What follows belongs to an exercise in optimizing a design on an open flow for small area, a short achievable clock period and few clock cycles; a production flow would make more cautious choices.
Where RTL was checked, it was by simulation tests only, not by an equivalence proof against the original.
Only the layout flow was run in run 1; the RTL was not checked for function there.
In every run shown here, the design's own scripts or RTL, not TritonCTS, make the clock network.
The clock input has no modelled driver; a real chip could not lean on it and would need a root buffer or a full tree.
Power is estimated from default activity; no workload was simulated.

==> flow/flow/run.sh <==
#!/bin/bash
# Standard layout, except that:
#  - the port buffers are the smallest buffer cell (buf_1);
#  - the clock tree is built by flow/manual_tree.tcl in place of TritonCTS:
#    the clock port drives 4 root buffers, each next to its share of the
#    leaf buffers, and each leaf buffer drives one balanced k-means cluster
#    of flip-flops. Everything after the tree (legalisation, timing repair,
#    routing, finishing) is the standard cts.tcl and later steps.
set -euo pipefail
here=$(pwd)
export BUFFER_PORTS_ARGS="-buffer_cell sky130_fd_sc_hd__buf_1"
bash standard.sh synth > log_synth.log 2>&1
rm -rf scripts_mt
cp -r "$FLOW_HOME/scripts" scripts_mt
python3 - "$here/scripts_mt/cts.tcl" > log_patch.log 2>&1 <<'PY'
import sys
p = sys.argv[1]
s = open(p).read()
old = "log_cmd clock_tree_synthesis {*}$cts_args"
assert s.count(old) == 1
s = s.replace(old, "source $::env(MT_TREE_TCL)\nmt_build $::env(MT_NLEAF) $::env(MT_NROOT) $::env(MT_LEAF_CELL) $::env(MT_ROOT_CELL)")
open(p, "w").write(s)
print("patched", p)
PY
export MT_TREE_TCL="$here/flow/manual_tree.tcl"
export MT_NLEAF=12
export MT_NROOT=4
export MT_LEAF_CELL=sky130_fd_sc_hd__clkbuf_16
export MT_ROOT_CELL=sky130_fd_sc_hd__clkbuf_16
bash standard.sh SCRIPTS_DIR="$here/scripts_mt" finish > log_flow.log 2>&1
==> flow/flow/manual_tree.tcl <==
proc mt_build {nleaf use_root leaf_cell root_cell} {
  set db [ord::get_db]
  set block [ord::get_db_block]
  set clk [$block findNet clk]
  set sinks {}
  foreach it [$clk getITerms] {
    if {[$it isInputSignal] || [[$it getMTerm] getSigType] eq "CLOCK"} { lappend sinks $it }
  }
  set n [llength $sinks]
  set xs {}; set ys {}
  foreach it $sinks {
    set bb [[$it getInst] getBBox]
    lappend xs [expr {([$bb xMin] + [$bb xMax]) / 2}]
    lappend ys [expr {([$bb yMin] + [$bb yMax]) / 2}]
  }
  # k-means, seeded along a sort by angle around the centroid
  set cx 0; set cy 0
  foreach x $xs y $ys { set cx [expr {$cx + $x}]; set cy [expr {$cy + $y}] }
  set cx [expr {$cx / double($n)}]; set cy [expr {$cy / double($n)}]
  set idx {}
  for {set i 0} {$i < $n} {incr i} {
    lappend idx [list $i [expr {atan2([lindex $ys $i] - $cy, [lindex $xs $i] - $cx)}]]
  }
  set idx [lsort -real -index 1 $idx]
  set kx {}; set ky {}
  for {set c 0} {$c < $nleaf} {incr c} {
    set sx 0; set sy 0; set m 0
    for {set p [expr {$c * $n / $nleaf}]} {$p < ($c + 1) * $n / $nleaf} {incr p} {
      set i [lindex $idx $p 0]
      set sx [expr {$sx + [lindex $xs $i]}]; set sy [expr {$sy + [lindex $ys $i]}]; incr m
    }
    lappend kx [expr {$sx / double($m)}]; lappend ky [expr {$sy / double($m)}]
  }
  set cap [expr {int(ceil(double($n) / $nleaf * 1.15))}]
  for {set iter 0} {$iter < 30} {incr iter} {
    # balanced assignment: nearest centre with room
    set pairs {}
    for {set i 0} {$i < $n} {incr i} {
      for {set c 0} {$c < $nleaf} {incr c} {
        set d [expr {abs([lindex $xs $i] - [lindex $kx $c]) + abs([lindex $ys $i] - [lindex $ky $c])}]
        lappend pairs [list $i $c $d]
      }
    }
    set pairs [lsort -real -index 2 $pairs]
    set asg [lrepeat $n -1]; set cnt [lrepeat $nleaf 0]
    foreach pr $pairs {
      lassign $pr i c d
      if {[lindex $asg $i] >= 0 || [lindex $cnt $c] >= $cap} continue
      lset asg $i $c; lset cnt $c [expr {[lindex $cnt $c] + 1}]
    }
    set nx [lrepeat $nleaf 0.0]; set ny [lrepeat $nleaf 0.0]
    for {set i 0} {$i < $n} {incr i} {
      set c [lindex $asg $i]
      lset nx $c [expr {[lindex $nx $c] + [lindex $xs $i]}]
      lset ny $c [expr {[lindex $ny $c] + [lindex $ys $i]}]
    }
    for {set c 0} {$c < $nleaf} {incr c} {
      if {[lindex $cnt $c] > 0} {
        lset kx $c [expr {[lindex $nx $c] / [lindex $cnt $c]}]
        lset ky $c [expr {[lindex $ny $c] / [lindex $cnt $c]}]
      }
    }
  }
  set lm [$db findMaster $leaf_cell]
  set rm [$db findMaster $root_cell]
  # group the leaves for the roots: sort leaves by angle around the centroid
  set lidx {}
  for {set c 0} {$c < $nleaf} {incr c} {
    lappend lidx [list $c [expr {atan2([lindex $ky $c] - $cy, [lindex $kx $c] - $cx)}]]
  }
  set lidx [lsort -real -index 1 $lidx]
  set lroot [lrepeat $nleaf 0]
  if {$use_root > 0} {
    for {set p 0} {$p < $nleaf} {incr p} {
      lset lroot [lindex $lidx $p 0] [expr {$p * $use_root / $nleaf}]
    }
    set tops {}
    for {set r 0} {$r < $use_root} {incr r} {
      set sx 0; set sy 0; set m 0
      for {set c 0} {$c < $nleaf} {incr c} {
        if {[lindex $lroot $c] == $r} {
          set sx [expr {$sx + [lindex $kx $c]}]; set sy [expr {$sy + [lindex $ky $c]}]; incr m
        }
      }
      set root [odb::dbInst_create $block $rm "mt_root_$r"]
      $root setLocation [expr {int($sx / $m)}] [expr {int($sy / $m)}]
      $root setPlacementStatus PLACED
      set top [odb::dbNet_create $block "mt_clk_root_$r"]
      $top setSigType CLOCK
      [$root findITerm A] connect $clk
      [$root findITerm X] connect $top
      lappend tops $top
    }
  }
  for {set c 0} {$c < $nleaf} {incr c} {
    set b [odb::dbInst_create $block $lm "mt_leaf_$c"]
    $b setLocation [expr {int([lindex $kx $c])}] [expr {int([lindex $ky $c])}]
    $b setPlacementStatus PLACED
    set net [odb::dbNet_create $block "mt_clk_$c"]
    $net setSigType CLOCK
    if {$use_root > 0} {
      [$b findITerm A] connect [lindex $tops [lindex $lroot $c]]
    } else {
      [$b findITerm A] connect $clk
    }
    [$b findITerm X] connect $net
    for {set i 0} {$i < $n} {incr i} {
      if {[lindex $asg $i] == $c} {
        set it [lindex $sinks $i]
        $it disconnect
        $it connect $net
      }
    }
  }
  puts "manual tree: $n sinks, $nleaf leaves ([join $cnt { }]), roots $use_root"
}
==> flow/standard.sh <==
#!/bin/bash
# synth_recipe.tcl (not shown) runs the flow's synth.tcl, then flattens the netlist and writes it again
# the make line also repeats each setting of config.mk as NAME=value (left out here)
make -C /OpenROAD-flow-scripts/flow DESIGN_CONFIG=/design/flow/config.mk WORK_HOME=/design/flow/orfs CLKGATE_MAP_FILE= SYNTH_SCRIPT=/design/flow/synth_recipe.tcl "${@:-finish}"
==> flow/config.mk <==
export PLATFORM = sky130hd
export DESIGN_NAME = frame_codec
export DESIGN_NICKNAME = frame_codec
export VERILOG_FILES = /design/flow/design.v
export SDC_FILE = /design/flow/constraint.sdc
export NUM_CORES = 4
export LEC_CHECK = 0
export CAP_MARGIN = 20
export CORE_MARGIN = 2
export CORE_UTILIZATION = 60
export SETUP_SLACK_MARGIN = 3.85
export SLEW_MARGIN = 20
export SYNTH_HIERARCHICAL = 1
==> flow/constraint.sdc <==
create_clock -name core_clock -period 6.0 [get_ports {clk}]
set_input_delay 1.2000 -clock core_clock [delete_from_list [all_inputs] [get_ports {clk}]]
set_output_delay 1.2000 -clock core_clock [all_outputs]
set_load 0.01 [all_outputs]
==> flow/design.v <==
module fc_nor2 (input wire a, input wire b, output wire y);
    assign y = ~(a | b);
endmodule
module fc_nand2 (input wire a, input wire b, output wire y);
    assign y = ~(a & b);
endmodule
module fc_ao21 (input wire a, input wire b, input wire c, output wire y);
    assign y = (a & b) | c;
endmodule
module frame_request_check (
    input  wire        op,
    input  wire        aw,
    input  wire [15:0] raw_hi,
    input  wire [7:0]  sid_raw,
    input  wire [7:0]  nid_raw,
    input  wire [7:0]  plen,
    output wire        ok,        
    output wire        bad,       
    output wire        oor,       
    output wire        ptl        
);
    wire [7:0] r1;
    wire [3:0] r2;
    wire [1:0] r3;
    genvar g;
    generate
        for (g = 0; g < 8; g = g + 1) begin : l1
            fc_nor2 u (.a(raw_hi[2*g]), .b(raw_hi[2*g+1]), .y(r1[g]));
        end
        for (g = 0; g < 4; g = g + 1) begin : l2
            fc_nand2 u (.a(r1[2*g]), .b(r1[2*g+1]), .y(r2[g]));
        end
        for (g = 0; g < 2; g = g + 1) begin : l3
            fc_nor2 u (.a(r2[2*g]), .b(r2[2*g+1]), .y(r3[g]));
        end
    endgenerate
    wire s1a, s1b, s2, sn_none;
    fc_nor2  u_s1a (.a(sid_raw[7]), .b(sid_raw[6]), .y(s1a));
    fc_nor2  u_s1b (.a(sid_raw[5]), .b(nid_raw[7]), .y(s1b));
    fc_nand2 u_s2  (.a(s1a), .b(s1b), .y(s2));
    fc_nor2  u_s3  (.a(s2), .b(nid_raw[6]), .y(sn_none));
    wire p1a, p1b;
    fc_nor2  u_p1a (.a(plen[7]), .b(plen[6]), .y(p1a));
    fc_nor2  u_p1b (.a(plen[5]), .b(plen[4]), .y(p1b));
    wire id_ok  = op ? sn_none : (aw | (r3[0] & r3[1]));
    assign ok   = id_ok & p1a & p1b;
    assign bad  = ~ok;
    assign oor  = ~id_ok;
    assign ptl  = id_ok & ~(p1a & p1b);
endmodule
module frame_byte_mux (
    input  wire         s_cfg,
    input  wire         s_a0r, s_a0p, s_a1r, s_a1p, s_a2r, s_a3r,
    input  wire [14:0]  s_pay,
    input  wire         s_end,
    input  wire         aw,
    input  wire         ft,
    input  wire [3:0]   plen,
    input  wire [31:0]  raw_id,
    input  wire [4:0]   sid,
    input  wire [5:0]   nid,
    input  wire [119:0] pay,
    output reg  [7:0]   y
);
    integer i;
    always @(*) begin
        y = ({8{s_cfg}} & {2'b11, aw, ft, plen})
          | ({8{s_a0r}} & raw_id[7:0])   | ({8{s_a0p}} & {sid[1:0], nid})
          | ({8{s_a1r}} & raw_id[15:8])  | ({8{s_a1p}} & {5'd0, sid[4:2]})
          | ({8{s_a2r}} & raw_id[23:16]) | ({8{s_a3r}} & raw_id[31:24])
          | ({8{s_end}} & 8'h55);
        for (i = 0; i < 15; i = i + 1)
            y = y | ({8{s_pay[i]}} & pay[8*i +: 8]);
    end
endmodule
module frame_select_decode (
    input  wire        n_addr,
    input  wire        n_pay,
    input  wire [3:0]  nidx,
    output wire [3:0]  s_addr,
    output reg  [14:0] s_pay
);
    assign s_addr = {4{n_addr}} & (4'b0001 << nidx[1:0]);
    integer i;
    always @(*)
        for (i = 0; i < 15; i = i + 1)
            s_pay[i] = n_pay && nidx == i;
endmodule
module frame_serializer (
    input  wire         clk,
    input  wire         rst,
    input  wire         req_valid,
    output reg          req_ready,
    input  wire         op,           
    input  wire         ft,
    input  wire         aw,
    input  wire [31:0]  raw_id,
    input  wire [7:0]   sid_raw,
    input  wire [7:0]   nid_raw,
    input  wire [7:0]   plen,
    input  wire [119:0] pay,
    output reg          tx_valid,
    output reg  [7:0]   tx_data,
    output reg          tx_last,
    input  wire         tx_ready,
    output reg          resp_valid,
    output wire [2:0]   status,
    output reg  [4:0]   wire_len
);
    wire ok, bad, oor, ptl;
    frame_request_check u_chk (
        .op(op), .aw(aw), .raw_hi(raw_id[31:16]), .sid_raw(sid_raw), .nid_raw(nid_raw),
        .plen(plen), .ok(ok), .bad(bad), .oor(oor), .ptl(ptl)
    );
    reg [1:0] st;
    assign status = {1'b0, st};
    reg       n_cfg, n_addr, n_pay, n_end;
    reg [3:0] nidx;
    reg       r_op, r_aw;
    reg [3:0] r_len;
    wire take     = tx_valid && tx_ready;
    wire addr_lst = (nidx[1:0] == {r_aw, 1'b1});
    wire pay_lst  = (nidx == r_len - 4'd1);
    wire no_pay   = (r_len == 4'd0);
    wire step     = (n_addr && !addr_lst) || (n_pay && !pay_lst);
    wire [3:0]  s_addr;
    wire [14:0] s_pay;
    frame_select_decode u_dec (
        .n_addr(n_addr), .n_pay(n_pay), .nidx(nidx), .s_addr(s_addr), .s_pay(s_pay)
    );
    wire [7:0] nxt;
    frame_byte_mux u_mux (
        .s_cfg(n_cfg),
        .s_a0r(s_addr[0] && !r_op), .s_a0p(s_addr[0] && r_op),
        .s_a1r(s_addr[1] && !r_op), .s_a1p(s_addr[1] && r_op),
        .s_a2r(s_addr[2] && !r_op), .s_a3r(s_addr[3] && !r_op),
        .s_pay(s_pay), .s_end(n_end),
        .aw(aw), .ft(ft), .plen(plen[3:0]), .raw_id(raw_id),
        .sid(sid_raw[4:0]), .nid(nid_raw[5:0]), .pay(pay), .y(nxt)
    );
    wire acc  = req_ready && req_valid && !rst;
    wire done = take && tx_last && !rst;
    wire tx_valid_d, resp_valid_d, req_ready_d;
    fc_ao21 u_v (.a(ok),  .b(acc), .c(!rst && tx_valid && !(tx_ready && tx_last)), .y(tx_valid_d));
    fc_ao21 u_r (.a(bad), .b(acc), .c(done), .y(resp_valid_d));
    fc_ao21 u_q (.a(bad), .b(acc), .c(rst || (req_ready && !req_valid) || done), .y(req_ready_d));
    wire [4:0] len_sum = 5'd5 + {3'd0, aw, 1'b0} + {1'b0, plen[3:0]};
    always @(posedge clk) begin
        st       <= {ptl, oor};
        wire_len <= {5{ok}} & len_sum;
        r_op     <= op;
        r_aw     <= aw;
        r_len    <= plen[3:0];
        if (req_ready) begin
            tx_data <= 8'hAA;
            n_cfg   <= 1'b1;
            n_addr  <= 1'b0;
            n_pay   <= 1'b0;
            n_end   <= 1'b0;
            nidx    <= 4'd0;
        end else if (take) begin
            tx_data <= nxt;
            n_cfg   <= 1'b0;
            n_addr  <= n_cfg || (n_addr && !addr_lst);
            n_pay   <= (n_addr && addr_lst && !no_pay) || (n_pay && !pay_lst);
            n_end   <= (n_addr && addr_lst && no_pay) || (n_pay && pay_lst) || n_end;
            nidx    <= step ? nidx + 4'd1 : 4'd0;
        end
        req_ready  <= req_ready_d;
        tx_valid   <= tx_valid_d;
        resp_valid <= resp_valid_d;
        tx_last    <= !rst && tx_valid && !(tx_ready && tx_last) && (tx_ready ? n_end : tx_last);
    end
endmodule
module frame_deserializer (
    input  wire         clk,
    input  wire         rst,
    input  wire         req_valid,
    output reg          req_ready,
    input  wire         rx_valid,
    input  wire [7:0]   rx_data,
    input  wire         rx_timeout,
    output reg          rx_ready,
    output reg          resp_valid,
    output wire [2:0]   status,
    output wire         ft,
    output wire         aw,
    output wire [25:0]  sid,
    output wire [5:0]   nid,
    output wire [3:0]   plen,
    output wire [119:0] pay
);
    reg         st_start, st_cfg, st_addr, st_pay, st_end;
    reg [5:0]   rx_cfg;
    reg [31:0]  rx_acc;
    reg [1:0]   k;
    reg [3:0]   j;
    reg [119:0] rx_buf;
    reg         st_desync, st_trunc;
    assign status = {st_trunc, st_desync, st_desync};
    assign ft     = rx_cfg[4];
    assign aw     = rx_cfg[5];
    assign plen   = rx_cfg[3:0];
    assign sid    = rx_acc[31:6];
    assign nid    = rx_acc[5:0];
    assign pay    = rx_buf;
    wire is_aa = (rx_data == 8'hAA);
    wire is_55 = (rx_data == 8'h55);
    wire ev    = rx_valid || rx_timeout;
    wire acc   = req_ready && req_valid;
    wire fin = rx_ready && ((st_start && (rx_timeout || (rx_valid && !is_aa)))
                         || ((st_cfg || st_addr || st_pay) && rx_timeout)
                         || (st_end && ev));
    wire addr_lst = (k == {rx_cfg[5], 1'b1});
    wire pay_lst  = (j == rx_cfg[3:0] - 4'd1);
    wire no_pay   = (rx_cfg[3:0] == 4'd0);
    integer i;
    always @(posedge clk) begin
        if (st_cfg)
            rx_cfg <= rx_data[5:0];
        if (st_start)
            rx_acc[31:16] <= 16'd0;
        for (i = 0; i < 4; i = i + 1)
            if (st_addr && k == i)
                rx_acc[8*i +: 8] <= rx_data;
        for (i = 0; i < 15; i = i + 1)
            if (st_pay && j == i)
                rx_buf[8*i +: 8] <= rx_data;
        st_desync <= st_start;
        st_trunc  <= !st_start && !(st_end && rx_valid && is_55);
        st_start <= acc || (st_start && !ev);
        st_cfg   <= !acc && ((st_start && rx_valid) || (st_cfg && !rx_valid));
        st_addr  <= !acc && (st_cfg && rx_valid || (st_addr && !(rx_valid && addr_lst)));
        st_pay   <= !acc && ((st_addr && rx_valid && addr_lst && !no_pay)
                          || (st_pay && !(rx_valid && pay_lst)));
        st_end   <= !acc && ((st_addr && rx_valid && addr_lst && no_pay)
                          || (st_pay && rx_valid && pay_lst) || st_end);
        k        <= st_addr ? k + {1'b0, rx_valid} : 2'd0;
        j        <= st_pay ? j + {3'd0, rx_valid} : 4'd0;
        req_ready  <= rst || (req_ready && !req_valid) || fin;
        rx_ready   <= !rst && (acc || (rx_ready && !fin));
        resp_valid <= !rst && fin;
    end
endmodule
module frame_codec (
    input  wire         clk,
    input  wire         rst,
    input  wire         tx_req_valid,
    output wire         tx_req_ready,
    input  wire         tx_op,
    input  wire         tx_ft,
    input  wire         tx_aw,
    input  wire [31:0]  tx_raw_id,
    input  wire [7:0]   tx_sid,
    input  wire [7:0]   tx_nid,
    input  wire [7:0]   tx_plen,
    input  wire [119:0] tx_pay,
    output wire         tx_valid,
    output wire [7:0]   tx_data,
    output wire         tx_last,
    input  wire         tx_ready,
    output wire         tx_resp_valid,
    output wire [2:0]   tx_status,
    output wire [4:0]   tx_wire_len,
    input  wire         rx_req_valid,
    output wire         rx_req_ready,
    input  wire         rx_valid,
    input  wire [7:0]   rx_data,
    input  wire         rx_timeout,
    output wire         rx_ready,
    output wire         rx_resp_valid,
    output wire [2:0]   rx_status,
    output wire         rx_ft,
    output wire         rx_aw,
    output wire [25:0]  rx_sid,
    output wire [5:0]   rx_nid,
    output wire [3:0]   rx_plen,
    output wire [119:0] rx_pay
);
    frame_serializer u_tx (
        .clk(clk), .rst(rst),
        .req_valid(tx_req_valid), .req_ready(tx_req_ready),
        .op(tx_op), .ft(tx_ft), .aw(tx_aw), .raw_id(tx_raw_id),
        .sid_raw(tx_sid), .nid_raw(tx_nid), .plen(tx_plen), .pay(tx_pay),
        .tx_valid(tx_valid), .tx_data(tx_data), .tx_last(tx_last), .tx_ready(tx_ready),
        .resp_valid(tx_resp_valid), .status(tx_status), .wire_len(tx_wire_len)
    );
    frame_deserializer u_rx (
        .clk(clk), .rst(rst),
        .req_valid(rx_req_valid), .req_ready(rx_req_ready),
        .rx_valid(rx_valid), .rx_data(rx_data), .rx_timeout(rx_timeout), .rx_ready(rx_ready),
        .resp_valid(rx_resp_valid), .status(rx_status),
        .ft(rx_ft), .aw(rx_aw), .sid(rx_sid), .nid(rx_nid), .plen(rx_plen), .pay(rx_pay)
    );
endmodule
==> results.yml, run 1 <==
critical_path:
  r2r_setup_slack_ns: 3.71
  end_kind: "flip-flop"
  cpPeakStageDelay_ns: 0.61
  crit_chain: "inv_1 -> or3_1 -> nor2_1"
  critical-path-top-delay-family: "simple AND/OR/NAND/NOR gates"
  critPathBufInv: 1
  crit_fanout: 8
  crit_slowest_cell: "nor2_1"
  cp.arrival_ns: 2.22
  path_class: "flip-flop to flip-flop"
  critPathRequiredTime_ns: 5.93
  r2r-start: "u_rx.st_pay$_DFF_P_"
  worst_r2r_endpoint: "u_rx.rx_buf[54]$_DFFE_PP_"
  ff2ff_path_depth: 3
  start_kind: "flip-flop"
timing:
  setup_tns_ns: 0
  worst_slew_pin_slew_ns: 0.8395
  finalCritPeriodShare: 0.3815
  relSlewSlack: 0.4383
  rsz0062_at_grt: "true"
  finalHoldViolations: 0
  drv_slew: 0
  skew_ns: 0.03171
  max_freq_mhz: 436.9
  setup_viol: 0
  period_needed_ns: 2.289
floorplanning:
  die_x_um: 122
  fp.coreArea_um2: 13720
  core.rowCount: 43
  num_io_pins: 378
  die_h_um: 122
  die_area_um2: 14880
  initial_core_util: 0.6089
route:
  wl_met2_um: 16400
  vias: 7520
  avgRoutedWirePerCell_um: 27.36
  vias_per_cell: 6.330
  first_pass_iters: 7
  routed_wl_um: 32500
  ant_nets: 0
  m1WireLength_um: 10130
  drc: 0
  highest_layer: "met5"
  route.met3.wl_um: 3872
  drt_first_iter_violations: 956
power:
  internal-power_uw: 2139
  pwr_density_cell_nw_per_um2: 247.6
  swShare: 0.2138
  power_frac_clock: 0.333
  combPwrFrac: 0.083
  peakVddDrop_uv: 155.4
  seqPwrFrac: 0.584
  p_sw_uw: 581.9
  p_leak_uw: 0.003715
final_layout:
  final_layout_size_suffix_gt1_frac: 0.1530
  nets: 1204
  stdcell_area_um2: 10990
  utilization: 0.8010
  area_growth_pct: 31.54
  nFillCells: 776
logic_synthesis:
  synthArstFlopShare: 0
  synth_area_leaders: "edfxtp_1, dfxtp_1, a22oi_1"
  synth_area_per_cell_um2: 13.72
  syn-cell-area_um2: 8354
  yosysMostFrequentCell: "edfxtp_1"
  postSynthCellCount: 609
  ys_top_cells_by_count: "edfxtp_1, nor2_1, dfxtp_1"
  ys_ff_latch: 207
  seq_area_frac_synth: 0.6853
  ys.flop_type: "edfxtp_1"
  synth_cell_types: 59
  yosys.area.top_type_share: 0.5679
  ys_warn_count: 10
  syn_nets: 811
  synth_edf_count: 158
  synth_top_area_cell: "edfxtp_1"
placement:
  place.gp.congestion: 1.010
  place_area_um2: 9838
  place_hpwl_um: 21600
  io_buffers: 376
grt:
  grt_usage: 0.4216
  grt_pass1_vias: 7291
  grt_start_max_net_pins: 23
  antenna_found_initial: 8
  grt_pass1_wl_um: 45660
  gr-total-overflow: 0
cts:
  hold_buffers: 0
  path_clk_slew_ns: 0.08
  clk_latency_ns: 0.30
flow_run:
  drv_cap: 0
hold_path:
  worstHoldEndpoint: "u_tx.tx_data[4]$_SDFFE_PP0P_"
  hp-class: "flip-flop to flip-flop"
  whs_path_depth: 2
  min_from: "u_tx.tx_data[4]$_SDFFE_PP0P_"
status:
  status: "finished clean"
## sequential cells by signal (all words and copies together) (netlist names), 2 cells and up
| register | count |
|---|---|
| u_rx.rx_acc | 32 |
| u_tx.r_len | 4 |
| u_rx.rx_buf | 120 |
| u_tx.tx_data | 8 |
| u_rx.rx_cfg | 6 |
| u_rx.k | 2 |
| u_rx.j | 4 |
| u_tx.wire_len | 5 |
| u_tx.nidx | 4 |
| u_tx.st | 2 |
## area by class of cell
cell class              instances  area (µm²)  area share
diodes                          8       20.02    0.001822
plain buffers                  16       400.4     0.03643
inverters                      14       52.55    0.004782
multi-input cells             353        2599      0.2365
flip-flops and latches        207        5734      0.5218
well taps                     180       225.2     0.02049
repair buffers                410        1958      0.1782
## layer usage
metal,up-vias,GRT usage
li1,3089,-
met1,3535,0.4847
met2,717,0.7357
met3,173,0.09597
met4,6,0.2205
met5,-,0
## modules after synthesis (local to each module, per instance), a selection
module,cell area (µm²),cells,flops+latches,times used
frame_request_check,45.04,7,0,1
frame_serializer,1286,134,33,1
fc_nor2,3.754,1,0,15
frame_deserializer,5783,289,174,1
frame_select_decode,136.4,27,0,1
frame_byte_mux,1006,129,0,1
fc_ao21,7.507,1,0,3
fc_nand2,3.754,1,0,5
## cells in the final DEF, fill, tap and decap left out, drive strengths merged, types with 2 or more instances in the layout
cell type and count:
edfxtp 158, clkbuf 18, nor2 54, nand2b 6
nand3 9, xor2 10, xnor2 8, bufbuf 2
diode 8, nor3 13, xnor3 2, a221oi 15
nand3b 8, buf 406, dfxtp 49, and3b 2
nor4bb 2, a21o 4, and3 3, a21oi 13
a211o 2, nor2b 7, a22o 14, o21ai 6
nand2 39, ha 7, a211oi 6, nand4 17
and4 4, or2 2, a22oi 46, or3 2
a222oi 6, nor3b 3, and2 26, inv 14
## tightest hold or removal path: stages (launching register included)
cell and delay, ns:
dfxtp_1 0.32, nand2_1 0.05, a21oi_1 0.05
## power groups by stage
| stage | logic [µW] | clock network [µW] | registers, µW |
|---|---|---|---|
| 5_1_grt | 235 | 951 | 1590 |
| 3_5_place_dp | 170 | 0 | 1620 |
| 6_report | 225 | 907 | 1590 |
| 4_1_cts | 210 | 730 | 1620 |
| 3_3_place_gp | 164 | 0 | 1620 |
| 2_1_floorplan | 51.2 | 0 | 1620 |
## logic make-up (layout without fill, tap and decap cells)
family	count (synthesis)	count (layout)	synth area share
AOI/OAI and AO/OA	120	120	0.1152
xor gates and xnor gates	20	20	0.02426
adders and majority gates	8	8	0.01288
buffers and inverters	49	440	0.03265
DFF	207	207	0.6853
muxes	1	1	0.001198
other	1	9	0.0004489
and+or+nand+nor	203	203	0.1281
## metrics by stage
stage / setup slack, ns / instances / total power, µW / hold slack, ns
6_report: 3.711 / 1188 / 2721 / 0.4784
5_1_grt: 3.695 / 1186 / 2776 / 0.4798
4_1_cts: 3.664 / 1173 / 2561 / 0.4651
3_5_place_dp: 3.214 / 1139 / 1791 / 0.4622
3_3_place_gp: 3.382 / 1139 / 1783 / 0.4460
2_1_floorplan: 3.881 / 609 / 1675 / 0.3905
## worst max path at each step
stage	startpoint	endpoint	slack, ns	depth (start not counted)
finish	u_rx.st_pay$_DFF_P_	u_rx.rx_buf[54]$_DFFE_PP_	3.71	3
global route	u_rx.st_pay$_DFF_P_	u_rx.rx_buf[54]$_DFFE_PP_	3.69	3
CTS	tx_pay[52]	u_tx.tx_data[4]$_SDFFE_PP0P_	3.66	7
detailed placement	rx_data[4]	u_rx.rx_ready$_DFF_P_	3.21	5
global placement	rx_data[2]	u_rx.rx_ready$_DFF_P_	3.38	4
floorplan	tx_raw_id[21]	u_tx.tx_valid$_DFF_P_	3.88	6
## what timing repair did
action | CTS | global route
setup buffers | 13 | 7
resized for setup | 146 | 15
setup endpoints to repair | 114 | 45
pin swaps | 45 | 2
gates cloned | 5 | 0
==> run 2, diff against run 1 <==
--- a/flow/design.v
+++ b/flow/design.v
@@ -74,15 +74,2 @@
     end
-endmodule
-module frame_select_decode (
-    input  wire        n_addr,
-    input  wire        n_pay,
-    input  wire [3:0]  nidx,
-    output wire [3:0]  s_addr,
-    output reg  [14:0] s_pay
-);
-    assign s_addr = {4{n_addr}} & (4'b0001 << nidx[1:0]);
-    integer i;
-    always @(*)
-        for (i = 0; i < 15; i = i + 1)
-            s_pay[i] = n_pay && nidx == i;
 endmodule
@@ -125,7 +112,8 @@
     wire step     = (n_addr && !addr_lst) || (n_pay && !pay_lst);
-    wire [3:0]  s_addr;
-    wire [14:0] s_pay;
-    frame_select_decode u_dec (
-        .n_addr(n_addr), .n_pay(n_pay), .nidx(nidx), .s_addr(s_addr), .s_pay(s_pay)
-    );
+    wire [3:0]  s_addr = {4{n_addr}} & (4'b0001 << nidx[1:0]);
+    reg  [14:0] s_pay;
+    integer i;
+    always @(*)
+        for (i = 0; i < 15; i = i + 1)
+            s_pay[i] = n_pay && nidx == i;
     wire [7:0] nxt;
--- a/flow/flow/run.sh
+++ b/flow/flow/run.sh
@@ -25,6 +25,6 @@
 export MT_TREE_TCL="$here/flow/manual_tree.tcl"
-export MT_NLEAF=12
+export MT_NLEAF=8
 export MT_NROOT=4
 export MT_LEAF_CELL=sky130_fd_sc_hd__clkbuf_16
-export MT_ROOT_CELL=sky130_fd_sc_hd__clkbuf_16
+export MT_ROOT_CELL=sky130_fd_sc_hd__clkbuf_8
 bash standard.sh SCRIPTS_DIR="$here/scripts_mt" finish > log_flow.log 2>&1
==> results.yml, run 2 <==
status:
  status: "finished clean"
route:
  drt_first_iter_violations: 803
  vias_per_cell: 5.984
  ant_nets: 0
  first_pass_iters: 7
  routed_wl_um: 27130
  drc: 0
  vias: 6977
  avgRoutedWirePerCell_um: 23.27
hold_path:
  min_from: "u_rx.st_start$_DFF_P_"
  hp-class: "flip-flop to flip-flop"
  worstHoldEndpoint: "u_rx.st_desync$_DFF_P_"
  whs_path_depth: 0
placement:
  io_buffers: 376
  place.gp.congestion: 1.040
  place_hpwl_um: 20010
timing:
  timing.hold.ws_ns: 0.4663
  rsz0062_at_grt: "true"
  max_freq_mhz: 461.1
  finalCritPeriodShare: 0.3614
  drv_slew: 0
  setup_tns_ns: 0
  skew_ns: 0.02607
  relSlewSlack: 0.3148
  period_needed_ns: 2.169
  finalHoldViolations: 0
  worst_slew_pin_slew_ns: 1.020
  setup_viol: 0
floorplanning:
  die_area_um2: 15020
  num_io_pins: 378
  die_x_um: 122.6
  die_h_um: 122.6
  fp.coreArea_um2: 13830
  initial_core_util: 0.6100
  core.rowCount: 43
critical_path:
  ff2ff_path_depth: 9
  end_kind: "output pin"
  critical-path-top-delay-family: "flip-flops"
  crit_slowest_cell: "dfxtp_4"
  crit_chain: "buf_1"
  path_class: "flip-flop to output pin"
  critPathRequiredTime_ns: 4.80
  cpPeakStageDelay_ns: 0.49
  start_kind: "flip-flop"
  r2r_setup_slack_ns: 3.85
  crit_path_start: "u_tx.req_ready$_DFF_P_"
  critPathBufInv: 1
  crit_fanout: 20
  cp.arrival_ns: 0.97
  worst_r2r_endpoint: "u_tx.tx_data[7]$_SDFFE_PP1P_"
  r2r-start: "u_tx.nidx[0]$_SDFFE_PP0P_"
final_layout:
  final_layout_size_suffix_gt1_frac: 0.1255
  largest_reg_flops: 120
  max_flop_register: "u_rx.rx_buf"
  nets: 1187
  area_growth_pct: 25.44
  final_cell_mix: "buf_1, edfxtp_1, dfxtp_1"
  final_common_cell: "buf_1"
  largestRegisters: "u_rx.rx_buf: 120 flops, u_rx.rx_acc: 32 flops, u_tx.tx_data: 8 flops"
logic_synthesis:
  synth_top_area_cell: "edfxtp_1"
  ys_warn_count: 9
  yosysMostFrequentCell: "edfxtp_1"
  syn-cell-area_um2: 8434
  ys.flop_type: "edfxtp_1"
  ys_top_cells_by_count: "edfxtp_1, dfxtp_1, a22oi_1"
  postSynthCellCount: 608
  synth_area_per_cell_um2: 13.87
  synthArstFlopShare: 0
  synth_cell_types: 59
  syn_nets: 813
  yosys.area.top_type_share: 0.5625
  seq_area_frac_synth: 0.6788
  synth_edf_count: 158
  synth_area_leaders: "edfxtp_1, dfxtp_1, a22oi_1"
  ys_ff_latch: 207
cts:
  path_clk_slew_ns: 0.11
  clk_latency_ns: 0.31
  hold_buffers: 0
power:
  p_leak_uw: 0.003578
  pwr_density_cell_nw_per_um2: 232.1
  peakVddDrop_uv: 195.1
grt:
  antenna_found_initial: 4
  grt_pass1_vias: 6551
  grt_usage: 0.3449
  grt_pass1_wl_um: 38180
  gr-total-overflow: 0
  grt_start_max_net_pins: 31
flow_run:
  drv_cap: 0
[run 2: changes by cell type in the layout (fill, tap and decap cells not counted), sizes merged, moves of 3 or more]
cell    delta
nand2b     -3
nor2      -13
ha         +3
nor2b      -3
and3       +3
clkbuf     -4
nor3       -5
buf       -14
and2      +17
[run 2: worst max-delay path by stage]
stage	to	slack (ns)	depth (start not counted)
2_1_floorplan	u_tx.nidx[1]$_SDFFE_PP0P_	3.86	5
3_3_place_gp	u_rx.rx_ready$_DFF_P_	3.33	5
3_5_place_dp	u_rx.st_trunc$_DFF_P_	3.18	3
4_1_cts	u_tx.tx_data[7]$_SDFFE_PP1P_	3.57	7
5_1_grt	u_tx.tx_data[7]$_SDFFE_PP1P_	3.74	9
6_report	tx_req_ready	3.83	1
[run 2: layout make-up]
cell class              instances  area, µm²
repair buffers                395       1708
fillers                       913       3247
multi-input cells             351       2581
well taps                     180      225.2
diodes                          6      15.01
flip-flops and latches        207       5739
plain buffers                  12      255.2
inverters                      15      56.30
[run 2: where the power goes]
| group | total (µW) | switching [µW] | internal (µW) |
|---|---|---|---|
| combinational | 192 | 111 | 81.3 |
| sequential | 1590 | 19.9 | 1570 |
| clock | 677 | 375 | 302 |
| total | 2460 | 506 | 1950 |
[run 2: cell families (layout without fill, tap and decap cells)]
logic type | count (synthesis) | in the layout | share of synthesized area
AO/OA/AOI/OAI | 120 | 120 | 0.1145
XOR/XNOR | 20 | 20 | 0.02581
adder cells (fa/ha/maj) | 11 | 11 | 0.01721
buffers and inverters | 50 | 422 | 0.03442
flip-flops | 207 | 207 | 0.6788
multiplexers | 1 | 1 | 0.001187
other | 1 | 7 | 0.0004446
AND/OR/NAND/NOR | 198 | 198 | 0.1276
[run 2: modules after synthesis, one instance, submodules excluded, excerpt]
| module | cell area (µm²) | cells |
|---|---|---|
| frame_deserializer | 5783 | 289 |
| frame_serializer | 1503 | 160 |
| frame_byte_mux | 1006 | 129 |
| frame_request_check | 45.04 | 7 |
| fc_ao21 | 7.507 | 1 |
| fc_nand2 | 3.754 | 1 |
| fc_nor2 | 3.754 | 1 |
[run 2: metrics by stage]
stage | total power, µW | cells | cell area [µm²] | utilization | setup slack [ns]
after floorplan | 1678 | 608 | 8434 | - | 3.861
after global placement | 1779 | 1133 | 9867 | 0.7136 | 3.334
after detailed placement | 1786 | 1133 | 9867 | 0.7136 | 3.182
after CTS | 2348 | 1158 | 10490 | 0.7588 | 3.573
after global routing | 2524 | 1163 | 10570 | 0.7646 | 3.738
final | 2456 | 1166 | 10580 | 0.7652 | 3.831
[run 2: per-layer routing]
metal,vias to the layer above,part of all wire,global-route usage
li1,3044,-,-
met1,3343,0.34,0.4070
met2,488,0.51,0.6028
met3,100,0.097,0.07435
met4,2,0.048,0.1609
met5,-,0.00026,0
[run 2: what timing repair did]
action	in CTS	in global routing
gates cloned	2	0
setup endpoints to repair	139	22
buffers inserted	11	2
gates resized for setup	97	32
pin swaps	42	1
Testbench counts of run 2, summed over its fixed seeds: cycles 56,146.
==> run 3, diff against run 2 <==
--- a/flow/flow/run.sh
+++ b/flow/flow/run.sh
@@ -25,6 +25,6 @@
 export MT_TREE_TCL="$here/flow/manual_tree.tcl"
-export MT_NLEAF=8
+export MT_NLEAF=12
 export MT_NROOT=4
 export MT_LEAF_CELL=sky130_fd_sc_hd__clkbuf_16
-export MT_ROOT_CELL=sky130_fd_sc_hd__clkbuf_8
+export MT_ROOT_CELL=sky130_fd_sc_hd__clkbuf_16
 bash standard.sh SCRIPTS_DIR="$here/scripts_mt" finish > log_flow.log 2>&1
--- a/flow/config.mk
+++ b/flow/config.mk
@@ -9,3 +9,3 @@
 export CORE_MARGIN = 2
-export CORE_UTILIZATION = 60
+export CORE_UTILIZATION = 65
 export SETUP_SLACK_MARGIN = 3.85
==> results.yml, run 3 <==
logic_synthesis:
  yosysMostFrequentCell: "edfxtp_1"
  ys_warn_count: 9
  synth_edf_count: 158
  synth_top_area_cell: "edfxtp_1"
  synth_cell_types: 59
  synth_area_leaders: "edfxtp_1, dfxtp_1, a22oi_1"
  ys.flop_type: "edfxtp_1"
  seq_area_frac_synth: 0.6788
  ys_top_cells_by_count: "edfxtp_1, dfxtp_1, a22oi_1"
  yosys.area.top_type_share: 0.5625
  synthArstFlopShare: 0
  postSynthCellCount: 608
  syn_nets: 813
  syn-cell-area_um2: 8434
  ys_ff_latch: 207
  synth_area_per_cell_um2: 13.87
timing:
  relSlewSlack: 0.3310
  rsz0062_at_grt: "true"
  period_needed_ns: 2.320
  finalCritPeriodShare: 0.3866
  setup_tns_ns: 0
  drv_slew: 0
  skew_ns: 0.03567
  max_freq_mhz: 431.1
  setup_viol: 0
  worst_slew_pin_slew_ns: 0.9999
  finalHoldViolations: 0
  timing.hold.ws_ns: 0.4701
route:
  drc: 0
  drt_first_iter_violations: 1487
  routed_wl_um: 38310
  first_pass_iters: 9
  ant_nets: 0
  vias: 8343
  avgRoutedWirePerCell_um: 32.82
  vias_per_cell: 7.149
grt:
  grt_pass1_wl_um: 52160
  grt_start_max_net_pins: 23
  busiest_layer: "met2"
  grt_usage: 0.5088
  gr-total-overflow: 0
  use_met2: 0.8190
  antenna_found_initial: 9
  grt_pass1_vias: 7915
  grt_use_met3: 0.1541
  met1_usage: 0.5625
critical_path:
  crit_chain: "inv_1 -> or3_1 -> nor3_2"
  critical-path-top-delay-family: "simple AND/OR/NAND/NOR gates"
  end_kind: "flip-flop"
  cpPeakStageDelay_ns: 0.63
  critPathRequiredTime_ns: 5.93
  start_kind: "flip-flop"
  path_class: "flip-flop to flip-flop"
  cp.arrival_ns: 2.25
  critPathBufInv: 1
  crit_fanout: 8
  crit_slowest_cell: "nor3_2"
floorplanning:
  die_x_um: 117.9
  initial_core_util: 0.6684
  core.rowCount: 41
  num_io_pins: 378
  die_h_um: 117.9
  fp.coreArea_um2: 12620
  die_area_um2: 13900
cts:
  hold_buffers: 0
  clk_latency_ns: 0.31
  path_clk_slew_ns: 0.08
power:
  pwr_density_cell_nw_per_um2: 254.6
  p_leak_uw: 0.003738
  peakVddDrop_uv: 147.8
  total_power_uw: 2788
hold_path:
  hp-class: "flip-flop to flip-flop"
final_layout:
  largestRegisters: "u_rx.rx_buf: 120 flops, u_rx.rx_acc: 32 flops, u_tx.tx_data: 8 flops"
  final_cells: 1167
  final_cell_mix: "buf_1, edfxtp_1, a22oi_1"
  max_flop_register: "u_rx.rx_buf"
  utilization: 0.8677
  final_layout_size_suffix_gt1_frac: 0.1553
  area_growth_pct: 29.83
  nFillCells: 534
  largest_reg_flops: 120
  regArea_um2: 5741
  nets: 1192
  multi_input_area_um2: 2708
  final_common_cell: "buf_1"
status:
  status: "finished clean"
placement:
  io_buffers: 376
  place_inst: 1125
  place.gp.congestion: 0.9995
  place_hpwl_um: 20910
flow_run:
  drv_cap: 0
run 3: logic make-up after synthesis:
group,synth area share
AND/OR/NAND/NOR,0.1276
other,0.0004446
flip-flops,0.6788
AO/OA/AOI/OAI,0.1145
buffers and inverters,0.03442
multiplexers,0.001187
XOR/XNOR,0.02581
adder cells (fa/ha/maj),0.01721
run 3: worst register-to-register path: stages, from the launching register on:
cell and delay (ns):
dfxtp_1 0.59, inv_1 0.21, or3_1 0.51, nor3_2 0.63
run 3: path summary, 6_finish.rpt:
path / slack, ns / depth (start not counted) / endpoint / startpoint
worst max register to register: 3.68 / 3 / u_rx.rx_buf[6]$_DFFE_PP_ / u_rx.st_pay$_DFF_P_
worst min-delay path: 0.47 / 2 / u_tx.tx_data[2]$_SDFFE_PP0P_ / u_tx.tx_data[2]$_SDFFE_PP0P_
worst max-delay path: 3.68 / 3 / u_rx.rx_buf[6]$_DFFE_PP_ / u_rx.st_pay$_DFF_P_
worst min register to register: 0.47 / 2 / u_tx.tx_data[2]$_SDFFE_PP0P_ / u_tx.tx_data[2]$_SDFFE_PP0P_
run 3: modules after synthesis, one instance, submodules excluded, a selection:
module	flops+latches	cell area [µm²]	times used	cells inside
fc_ao21	0	7.507	3	1
fc_nand2	0	3.754	5	1
fc_nor2	0	3.754	15	1
frame_byte_mux	0	1006	1	129
frame_deserializer	174	5783	1	289
frame_request_check	0	45.04	1	7
frame_serializer	33	1503	1	160
run 3: metal layers:
metal | vias to the layer above | wire length, µm
li1 | 3062 | -
met1 | 3741 | 10650
met2 | 1146 | 17010
met3 | 392 | 5731
met4 | 2 | 4907
met5 | - | 10
run 3: timing repair:
action / 4_1_cts / 5_1_grt
gates cloned: 2 / 0
endpoints found under the hold margin: 0 / 0
resized for setup: 107 / 71
buffers inserted: 10 / 4
setup endpoints to repair: 152 / 61
pin swaps: 46 / 15
run 3: area by class of cell:
cell class / count / area share
Buffer: 16 / 0.03656
Inverter: 15 / 0.005142
Timing Repair Buffer: 396 / 0.1649
Multi-Input combinational cell: 351 / 0.2473
Sequential cell: 207 / 0.5242
Tap cell: 172 / 0.01965
Antenna cell: 10 / 0.002285
run 3: power by group:
| part | internal, µW | switching [µW] |
|---|---|---|
| logic | 91.0 | 142 |
| registers | 1570 | 26.5 |
| clock network | 478 | 484 |
| total | 2140 | 652 |
run 3: metrics by stage:
| stage | setup WS, ns | instance area, µm² |
|---|---|---|
| after floorplan | 3.861 | 8434 |
| after global placement | 3.295 | 9857 |
| after detailed placement | 3.149 | 9857 |
| after CTS | 3.619 | 10720 |
| after global routing | 3.702 | 10950 |
| final | 3.680 | 10950 |
==> run 4, diff against run 3 <==
--- a/flow/config.mk
+++ b/flow/config.mk
@@ -9,3 +9,3 @@
 export CORE_MARGIN = 2
-export CORE_UTILIZATION = 65
+export CORE_UTILIZATION = 55
 export SETUP_SLACK_MARGIN = 3.85
==> results.yml, run 4 <==
logic_synthesis:
  seq_area_frac_synth: 0.6788
  ys_top_cells_by_count: "edfxtp_1, dfxtp_1, a22oi_1"
  synth_cell_types: 59
  yosysMostFrequentCell: "edfxtp_1"
  postSynthCellCount: 608
  syn-cell-area_um2: 8434
  synth_edf_count: 158
  synth_area_per_cell_um2: 13.87
  ys_ff_latch: 207
  syn_nets: 813
  ys_warn_count: 9
  yosys.area.top_type_share: 0.5625
  synth_area_leaders: "edfxtp_1, dfxtp_1, a22oi_1"
  ys.flop_type: "edfxtp_1"
  synth_top_area_cell: "edfxtp_1"
  synthArstFlopShare: 0
cts:
  clk_latency_ns: 0.29
  path_clk_slew_ns: 0.07
  hold_buffers: 0
placement:
  dp_slack_ns: 3.350
  place.gp.congestion: 1.094
  io_buffers: 376
  place_area_um2: 9892
  place_hpwl_um: 20430
grt:
  grt_start_max_net_pins: 23
  gr-total-overflow: 0
  use_met2: 0.6228
  grt_pass1_wl_um: 41840
  busiest_layer: "met2"
  grt_pass1_vias: 7012
  grt_use_met3: 0.05927
  met1_usage: 0.4108
  grt_usage: 0.3426
  antenna_found_initial: 1
power:
  peakVddDrop_uv: 188.8
  total_power_uw: 2694
  combPwrFrac: 0.082
  pwr_density_cell_nw_per_um2: 244.3
  p_sw_uw: 553.9
  p_leak_uw: 0.003814
  internal-power_uw: 2140
  seqPwrFrac: 0.588
  swShare: 0.2056
  power_frac_clock: 0.329
critical_path:
  path_class: "flip-flop to output pin"
  cp.arrival_ns: 0.93
  critPathRequiredTime_ns: 4.80
  end_kind: "output pin"
  crit_slowest_cell: "edfxtp_1"
  crit_chain: "clkbuf_2"
  cpPeakStageDelay_ns: 0.46
  critical-path-top-delay-family: "flip-flops"
  critPathBufInv: 1
  crit_fanout: 4
  start_kind: "flip-flop"
timing:
  setup_tns_ns: 0
  setup_viol: 0
  finalHoldViolations: 0
  period_needed_ns: 2.126
  setup_ws_ns: 3.874
  max_freq_mhz: 470.4
  relSlewSlack: 0.2758
  drv_slew: 0
  rsz0062_at_grt: "true"
  finalCritPeriodShare: 0.3543
  worst_slew_pin_slew_ns: 1.078
  timing.hold.ws_ns: 0.4477
  skew_ns: 0.01942
route:
  first_pass_iters: 5
  routed_wl_um: 29300
  vias: 7014
  ant_nets: 0
  drt_first_iter_violations: 603
  vias_per_cell: 5.899
  drc: 0
  avgRoutedWirePerCell_um: 24.64
status:
  status: "finished clean"
final_layout:
  final_layout_size_suffix_gt1_frac: 0.1463
  stdcell_area_um2: 11030
  final_common_cell: "buf_1"
  final_cell_mix: "buf_1, edfxtp_1, dfxtp_1"
  area_growth_pct: 30.72
  largest_reg_flops: 120
  nets: 1205
  max_flop_register: "u_rx.rx_buf"
  largestRegisters: "u_rx.rx_buf: 120 flops, u_rx.rx_acc: 32 flops, u_tx.tx_data: 8 flops"
flow_run:
  drv_cap: 0
floorplanning:
  die_area_um2: 16340
  num_io_pins: 378
  initial_core_util: 0.5590
  fp.coreArea_um2: 15090
  core.rowCount: 45
  die_x_um: 127.8
  die_h_um: 127.8
hold_path:
  hp-class: "flip-flop to flip-flop"
-- run 4: cell counts after synthesis --
No cell type changed its count.
-- run 4: power by group through the flow --
stage / Combinational (µW) / Clock, µW / Sequential [µW]
floorplan: 53.9 / 0 / 1620
global placement: 165 / 0 / 1620
detailed placement: 171 / 0 / 1620
CTS: 215 / 730 / 1620
global route: 234 / 929 / 1590
finish: 221 / 888 / 1590
-- run 4: through the flow --
step / util / cells
after CTS: 0.7219 / 1180
after detailed placement: 0.6556 / 1143
after global routing: 0.7302 / 1186
after global placement: 0.6556 / 1143
after floorplan: - / 608
final: 0.7307 / 1189
-- run 4: per-module statistics from Yosys, one instance, submodules excluded, excerpt --
module / cells / flops+latches / copies in the design
fc_ao21: 1 / 0 / 3
fc_nand2: 1 / 0 / 5
fc_nor2: 1 / 0 / 15
frame_byte_mux: 129 / 0 / 1
frame_deserializer: 289 / 174 / 1
frame_request_check: 7 / 0 / 1
frame_serializer: 160 / 33 / 1
-- run 4: cell families (layout without fill, tap and decap cells) --
group | count (synthesis) | after routing | synth area share
flip-flops | 207 | 207 | 0.6788
multiplexers | 1 | 1 | 0.001187
buffers and inverters | 50 | 440 | 0.03442
AO/OA/AOI/OAI | 120 | 120 | 0.1145
AND/OR/NAND/NOR | 198 | 198 | 0.1276
adder cells (fa/ha/maj) | 11 | 11 | 0.01721
other | 1 | 4 | 0.0004446
XOR/XNOR | 20 | 20 | 0.02581
-- run 4: path summary, 6_finish.rpt --
| kind | start | end | slack (ns) | depth (start not counted) |
|---|---|---|---|---|
| min | u_rx.st_start$_DFF_P_ | u_rx.st_desync$_DFF_P_ | 0.45 | 0 |
| max | u_rx.rx_cfg[2]$_DFFE_PP_ | rx_plen[2] | 3.87 | 1 |
| min reg2reg | u_rx.st_start$_DFF_P_ | u_rx.st_desync$_DFF_P_ | 0.45 | 0 |
| max reg2reg | u_tx.nidx[0]$_SDFFE_PP0P_ | u_tx.tx_data[1]$_SDFFE_PP1P_ | 3.91 | 9 |
-- run 4: layout make-up --
class | count | area (µm²)
repair buffers | 409 | 1987
multi-input cells | 351 | 2601
plain buffers | 16 | 400.4
flip-flops and latches | 207 | 5738
diodes | 3 | 7.507
inverters | 15 | 56.30
fillers | 1035 | 4064
well taps | 188 | 235.2
-- run 4: metal layers --
layer  vias up  wire length, µm
met2       423            15100
met4         0             1136
met5         -                0
met3        84             2310
met1      3421            10750
li1       3086                -
-- run 4: repair_timing --
| action | CTS | global route |
|---|---|---|
| buffers inserted | 15 | 5 |
| endpoints found under the setup margin | 84 | 14 |
| cloned | 6 | 0 |
| pin swaps | 43 | 7 |
| hold endpoints to repair | 0 | 0 |
| resized for setup | 105 | 43 |
==> run 5, diff against run 4 <==
--- a/flow/config.mk
+++ b/flow/config.mk
@@ -9,4 +9,4 @@
 export CORE_MARGIN = 2
-export CORE_UTILIZATION = 55
-export SETUP_SLACK_MARGIN = 3.85
+export CORE_UTILIZATION = 60
+export SETUP_SLACK_MARGIN = 3.9
 export SLEW_MARGIN = 20
==> results.yml, run 5 <==
critical_path:
  r2r_setup_slack_ns: 3.78
  cp.arrival_ns: 2.41
  path_class: "flip-flop to flip-flop"
  crit_fanout: 8
  endpoint: "u_tx.tx_data[6]$_SDFFE_PP0P_"
  critPathRequiredTime_ns: 6.19
  crit_path_start: "u_tx.nidx[3]$_SDFFE_PP0P_"
  end_kind: "flip-flop"
  start_kind: "flip-flop"
  ff2ff_path_depth: 8
  worst_r2r_endpoint: "u_tx.tx_data[6]$_SDFFE_PP0P_"
  r2r-start: "u_tx.nidx[3]$_SDFFE_PP0P_"
logic_synthesis:
  syn_nets: 813
  synth_cell_types: 59
  synth_edf_count: 158
  ys_ff_latch: 207
  yosys.area.top_type_share: 0.5625
  ys_top_cells_by_count: "edfxtp_1, dfxtp_1, a22oi_1"
  ys.flop_type: "edfxtp_1"
  postSynthCellCount: 608
  synth_top_area_cell: "edfxtp_1"
  syn-cell-area_um2: 8434
  synth_area_per_cell_um2: 13.87
  yosysMostFrequentCell: "edfxtp_1"
  synth_area_leaders: "edfxtp_1, dfxtp_1, a22oi_1"
  ys_warn_count: 9
  synthArstFlopShare: 0
  seq_area_frac_synth: 0.6788
grt:
  use_met2: 0.7385
  met1_usage: 0.4898
  grt_usage: 0.4218
  grt_use_met3: 0.08783
  busiest_layer: "met2"
  grt_pass1_vias: 7283
  antenna_found_initial: 6
  gr-total-overflow: 0
  grt_pass1_wl_um: 45660
  grt_start_max_net_pins: 23
final_layout:
  largest_reg_flops: 120
  max_flop_register: "u_rx.rx_buf"
  nets: 1205
  largestRegisters: "u_rx.rx_buf: 120 flops, u_rx.rx_acc: 32 flops, u_tx.tx_data: 8 flops"
  final_common_cell: "buf_1"
  nFillCells: 775
  multi_input_area_um2: 2625
  regArea_um2: 5738
  final_layout_size_suffix_gt1_frac: 0.1573
  final_cell_mix: "buf_1, edfxtp_1, dfxtp_1"
  area_growth_pct: 30.66
power:
  total_power_uw: 2752
  swShare: 0.2214
  peakVddDrop_uv: 157.4
  p_sw_uw: 609.1
  internal-power_uw: 2143
  power_frac_clock: 0.338
  combPwrFrac: 0.085
  pwr_density_cell_nw_per_um2: 249.7
  p_leak_uw: 0.003801
  seqPwrFrac: 0.577
floorplanning:
  core.rowCount: 43
  num_io_pins: 378
  die_x_um: 122.6
  die_h_um: 122.6
  die_area_um2: 15020
  fp.coreArea_um2: 13830
  initial_core_util: 0.6100
timing:
  drv_slew: 0
  skew_ns: 0.02129
  worst_slew_pin_slew_ns: 0.8279
  finalHoldViolations: 0
  setup_viol: 0
  timing.hold.ws_ns: 0.4688
  setup_tns_ns: 0
  finalCritPeriodShare: 0.3704
  max_freq_mhz: 449.9
  period_needed_ns: 2.223
  rsz0062_at_grt: "true"
  relSlewSlack: 0.4460
placement:
  place.gp.congestion: 0.9828
  io_buffers: 376
  place_hpwl_um: 21540
route:
  drc: 0
  avgRoutedWirePerCell_um: 28.67
  ant_nets: 0
  first_pass_iters: 6
  drt_first_iter_violations: 1076
  vias_per_cell: 6.541
  routed_wl_um: 34000
  vias: 7758
status:
  status: "finished clean"
flow_run:
  drv_cap: 0
cts:
  hold_buffers: 0
  path_clk_slew_ns: 0.09
  clk_latency_ns: 0.29
hold_path:
  hp-class: "flip-flop to flip-flop"
-- run 5: cell count changes in the layout (fill, tap and decap cells not counted), sizes merged --
cell	change
diode	+5
bufbuf	-2
clkbuf	+5
buf	-3
-- run 5: what timing repair did --
item,in CTS,in global routing
pin swaps,49,3
setup endpoints to repair,114,74
cloned,4,0
gates resized for setup,117,41
buffers inserted,13,9
-- run 5: area by class of cell --
cell class	count	share of cell area
sequential	207	0.5207
timing repair buffer	409	0.1775
tap	180	0.02044
inverter	15	0.005109
buffer	16	0.03633
multi-input combinational	351	0.2382
antenna	8	0.001817
-- run 5: how the worst min path moves through the flow --
stage                                               to  slack, ns                          from  cells after the start
after global routing      u_tx.tx_data[6]$_SDFFE_PP0P_       0.48  u_tx.tx_data[6]$_SDFFE_PP0P_                      2
final                     u_tx.tx_data[0]$_SDFFE_PP0P_       0.47  u_tx.tx_data[0]$_SDFFE_PP0P_                      2
after detailed placement  u_tx.tx_data[0]$_SDFFE_PP0P_       0.46  u_tx.tx_data[0]$_SDFFE_PP0P_                      2
after floorplan                 u_rx.st_desync$_DFF_P_       0.39         u_rx.st_start$_DFF_P_                      0
after global placement    u_tx.tx_data[6]$_SDFFE_PP0P_       0.45  u_tx.tx_data[6]$_SDFFE_PP0P_                      2
after CTS                 u_tx.tx_data[0]$_SDFFE_PP0P_       0.45  u_tx.tx_data[0]$_SDFFE_PP0P_                      2
-- run 5: cell families (layout without fill, tap and decap cells) --
kind of cell,after synthesis,after routing,share of synthesized area
AOI/OAI and AO/OA,120,120,0.1145
xor gates and xnor gates,20,20,0.02581
adders and majority gates,11,11,0.01721
buffers and inverters,50,440,0.03442
DFF,207,207,0.6788
muxes,1,1,0.001187
other,1,9,0.0004446
and+or+nand+nor,198,198,0.1276
-- run 5: layer usage --
metal  up-vias  part of all wire  wire (µm)
met5         -                 0          0
met4         0             0.069       2341
met3       195              0.13       4450
met2       828              0.49      16730
met1      3645              0.31      10480
li1       3090                 -          -
-- run 5: Yosys stat by module, one instance, submodules excluded, a selection --
module               cell area, µm²  cells inside  flip-flops and latches
frame_serializer               1503           160                      33
fc_nand2                      3.754             1                       0
frame_byte_mux                 1006           129                       0
fc_nor2                       3.754             1                       0
frame_request_check           45.04             7                       0
fc_ao21                       7.507             1                       0
frame_deserializer             5783           289                     174
-- run 5: power groups by stage --
stage / Combinational, µW / Clock [µW] / Sequential (µW)
detailed placement: 172 / 0 / 1620
global placement: 163 / 0 / 1620
CTS: 210 / 730 / 1620
finish: 233 / 931 / 1590
global route: 242 / 972 / 1590
floorplan: 53.9 / 0 / 1620
-- run 5: worst max-delay path, cell delays in order (launching register included) --
cell and delay, ns:
dfxtp_1 0.50, and3b_2 0.27, and2_2 0.31, a22o_1 0.31, a221oi_2 0.19, and4_1 0.25
nand4_1 0.13, nand2_1 0.11, a21oi_1 0.07
-- run 5: per-stage QoR --
step / instances / instance area [µm²] / utilization / setup WS [ns]
after CTS: 1168 / 10850 / 0.7847 / 3.614
after detailed placement: 1135 / 9891 / 0.7153 / 3.098
after global placement: 1135 / 9891 / 0.7153 / 3.292
after global routing: 1182 / 11010 / 0.7963 / 3.768
after floorplan: 608 / 8444 / - / 3.900
final: 1186 / 11020 / 0.7970 / 3.777
==> run 6, diff against run 5 <==
--- a/flow/config.mk
+++ b/flow/config.mk
@@ -10,3 +10,3 @@
 export CORE_UTILIZATION = 60
-export SETUP_SLACK_MARGIN = 3.9
+export SETUP_SLACK_MARGIN = 3.8
 export SLEW_MARGIN = 20
==> results.yml, run 6 <==
status:
  status: "finished clean"
logic_synthesis:
  synth_top_area_cell: "edfxtp_1"
  ys_top_cells_by_count: "edfxtp_1, dfxtp_1, a22oi_1"
  syn-cell-area_um2: 8434
  syn_nets: 813
  synth_area_per_cell_um2: 13.87
  synth_cell_types: 59
  synth_edf_count: 158
  ys_warn_count: 9
  yosys.area.top_type_share: 0.5625
  synthArstFlopShare: 0
  seq_area_frac_synth: 0.6788
  ys.flop_type: "edfxtp_1"
  yosysMostFrequentCell: "edfxtp_1"
  synth_area_leaders: "edfxtp_1, dfxtp_1, a22oi_1"
  ys_ff_latch: 207
  postSynthCellCount: 608
hold_path:
  hp-class: "flip-flop to flip-flop"
  min_from: "u_rx.st_start$_DFF_P_"
final_layout:
  largestRegisters: "u_rx.rx_buf: 120 flops, u_rx.rx_acc: 32 flops, u_tx.tx_data: 8 flops"
  nFillCells: 897
  utilization: 0.7728
  max_flop_register: "u_rx.rx_buf"
  area_growth_pct: 26.69
  final_layout_size_suffix_gt1_frac: 0.1172
  nets: 1188
  final_common_cell: "buf_1"
  stdcell_area_um2: 10690
  largest_reg_flops: 120
  final_cell_mix: "buf_1, edfxtp_1, dfxtp_1"
timing:
  setup_tns_ns: 0
  rsz0062_at_grt: "true"
  max_freq_mhz: 441.7
  drv_slew: 0
  finalHoldViolations: 0
  timing.hold.ws_ns: 0.4639
  finalCritPeriodShare: 0.3773
  skew_ns: 0.01509
  relSlewSlack: 0.4009
  worst_slew_pin_slew_ns: 0.8953
  period_needed_ns: 2.264
  setup_viol: 0
placement:
  place.gp.congestion: 1.040
  place_area_um2: 9867
  io_buffers: 376
  place_hpwl_um: 20010
grt:
  grt_start_max_net_pins: 23
  grt_pass1_wl_um: 39250
  gr-total-overflow: 0
  antenna_found_initial: 5
  grt_pass1_vias: 6683
  grt_usage: 0.3566
cts:
  clk_latency_ns: 0.29
  path_clk_slew_ns: 0.07
  hold_buffers: 0
critical_path:
  critPathBufInv: 1
  cpPeakStageDelay_ns: 0.58
  end_kind: "output pin"
  start_kind: "flip-flop"
  worst_r2r_endpoint: "u_tx.tx_data[7]$_SDFFE_PP1P_"
  critical-path-top-delay-family: "flip-flops"
  r2r-start: "u_tx.nidx[1]$_SDFFE_PP0P_"
  crit_chain: "buf_1"
  crit_slowest_cell: "dfxtp_2"
  critPathRequiredTime_ns: 4.80
  r2r_setup_slack_ns: 3.81
  crit_path_start: "u_tx.req_ready$_DFF_P_"
  cp.arrival_ns: 1.06
  endpoint: "tx_req_ready"
  path_class: "flip-flop to output pin"
  ff2ff_path_depth: 9
  crit_cells: 1
  crit_fanout: 20
power:
  power_frac_clock: 0.334
  p_sw_uw: 547.1
  combPwrFrac: 0.071
  seqPwrFrac: 0.595
  peakVddDrop_uv: 140.7
  internal-power_uw: 2123
  swShare: 0.2049
  pwr_density_cell_nw_per_um2: 249.9
  p_leak_uw: 0.003628
  total_power_uw: 2670
route:
  vias_per_cell: 6.031
  drc: 0
  routed_wl_um: 27830
  first_pass_iters: 6
  vias: 7038
  avgRoutedWirePerCell_um: 23.85
  ant_nets: 0
  drt_first_iter_violations: 641
floorplanning:
  initial_core_util: 0.6100
  die_area_um2: 15020
  fp.coreArea_um2: 13830
  die_x_um: 122.6
  die_h_um: 122.6
  core.rowCount: 43
  num_io_pins: 378
flow_run:
  drv_cap: 0
[run 6: cell counts after synthesis]
Identical to the previous run, type by type.
[run 6: power groups by stage]
| stage | clock network, µW | logic (µW) | registers (µW) |
|---|---|---|---|
| floorplan | 0 | 53.9 | 1620 |
| global placement | 0 | 160 | 1620 |
| detailed placement | 0 | 166 | 1620 |
| CTS | 730 | 189 | 1620 |
| global route | 947 | 204 | 1590 |
| finish | 892 | 190 | 1590 |
[run 6: metrics by stage]
step	worst slack [ns]	cells
2_1_floorplan	3.861	608
3_3_place_gp	3.334	1133
3_5_place_dp	3.182	1133
4_1_cts	3.572	1160
5_1_grt	3.708	1164
6_report	3.736	1167
[run 6: area by class of cell]
class	instances	area [µm²]	area share
Antenna cell	6	15.01	0.001405
Buffer	16	400.4	0.03747
Inverter	15	56.30	0.005269
Multi-Input combinational cell	351	2564	0.2399
Sequential cell	207	5733	0.5365
Tap cell	180	225.2	0.02108
Timing Repair Buffer	392	1692	0.1583
[run 6: kinds of logic after synthesis]
group	share of synthesized area
flops	0.6788
simple gates	0.1276
compound gates	0.1145
buf+inv	0.03442
xor+xnor	0.02581
fa+ha+maj	0.01721
other cells	0.0004446
mux	0.001187
[run 6: worst min-delay path by stage]
stage	cells past startpoint	slack [ns]	to
floorplan	0	0.39	u_rx.st_desync$_DFF_P_
global placement	0	0.44	u_rx.st_desync$_DFF_P_
detailed placement	0	0.45	u_rx.st_desync$_DFF_P_
CTS	0	0.44	u_rx.st_desync$_DFF_P_
global route	2	0.48	u_tx.tx_data[2]$_SDFFE_PP0P_
finish	0	0.46	u_rx.st_desync$_DFF_P_
[run 6: per-layer routing]
metal	track usage	vias to the layer above	routed length (µm)	part of all wire
met1	0.4127	3404	9306	0.33
met2	0.6347	487	14600	0.52
met4	0.1739	4	1312	0.047
met5	0	-	26	0.00093
li1	-	3049	-	-
met3	0.06831	94	2591	0.093
[run 6: Yosys stat by module, one instance, submodules excluded, a selection]
module / cells inside / times used / flops+latches
fc_nor2: 1 / 15 / 0
frame_byte_mux: 129 / 1 / 0
frame_deserializer: 289 / 1 / 174
frame_request_check: 7 / 1 / 0
fc_nand2: 1 / 5 / 0
frame_serializer: 160 / 1 / 33
fc_ao21: 1 / 3 / 0
[run 6: repair_timing]
action / in CTS / in global routing
setup endpoints to repair: 120 / 17
resized for setup: 87 / 25
gates cloned: 2 / 0
pin swaps: 40 / 0
buffers inserted: 9 / 0
endpoints found under the hold margin: 0 / 0

static timing again, ports no longer ideal:
No port has a modelled driver above. Below, the same layouts with a new extraction and two added sets of constraints. Step 1 assumes that a clkbuf_16 drives the clock port and a buf_2 every other input. Step 2, shift: input delay + t, output delay - t, t = (earliest + latest rising clock arrival at the registers) / 2. This alone moves slack from input paths to output paths. a / b / c = ideal ports / drivers / drivers and shift; a / b = the first two.
| run | shift t [ns] | slack for setup (ns) | hold slack, ns | worst setup path after step 2 | worst slew at a driven data input, ns |
|---|---|---|---|---|---|
| run 1 | 0.391 | 3.711 / 3.711 / 3.547 | 0.478 / 0.478 / 0.478 | input to register | 0.17 |
| run 2 | 0.369 | 3.831 / 3.762 / 3.508 | 0.466 / 0.466 / 0.466 | input to register | 0.12 |
| run 3 | 0.382 | 3.680 / 3.680 / 3.388 | 0.470 / 0.470 / 0.470 | input to register | 0.17 |
| run 4 | 0.378 | 3.874 / 3.780 / 3.546 | 0.448 / 0.448 / 0.448 | input to register | 0.15 |
| run 5 | 0.385 | 3.777 / 3.730 / 3.538 | 0.469 / 0.469 / 0.469 | input to register | 0.15 |
| run 6 | 0.368 | 3.736 / 3.648 / 3.517 | 0.464 / 0.464 / 0.464 | input to register | 0.13 |
After both steps setup and hold are still met in every run listed. For run 4, which loses most, drivers alone change the setup slack by -0.094 ns; drivers and shift together by -0.328 ns.
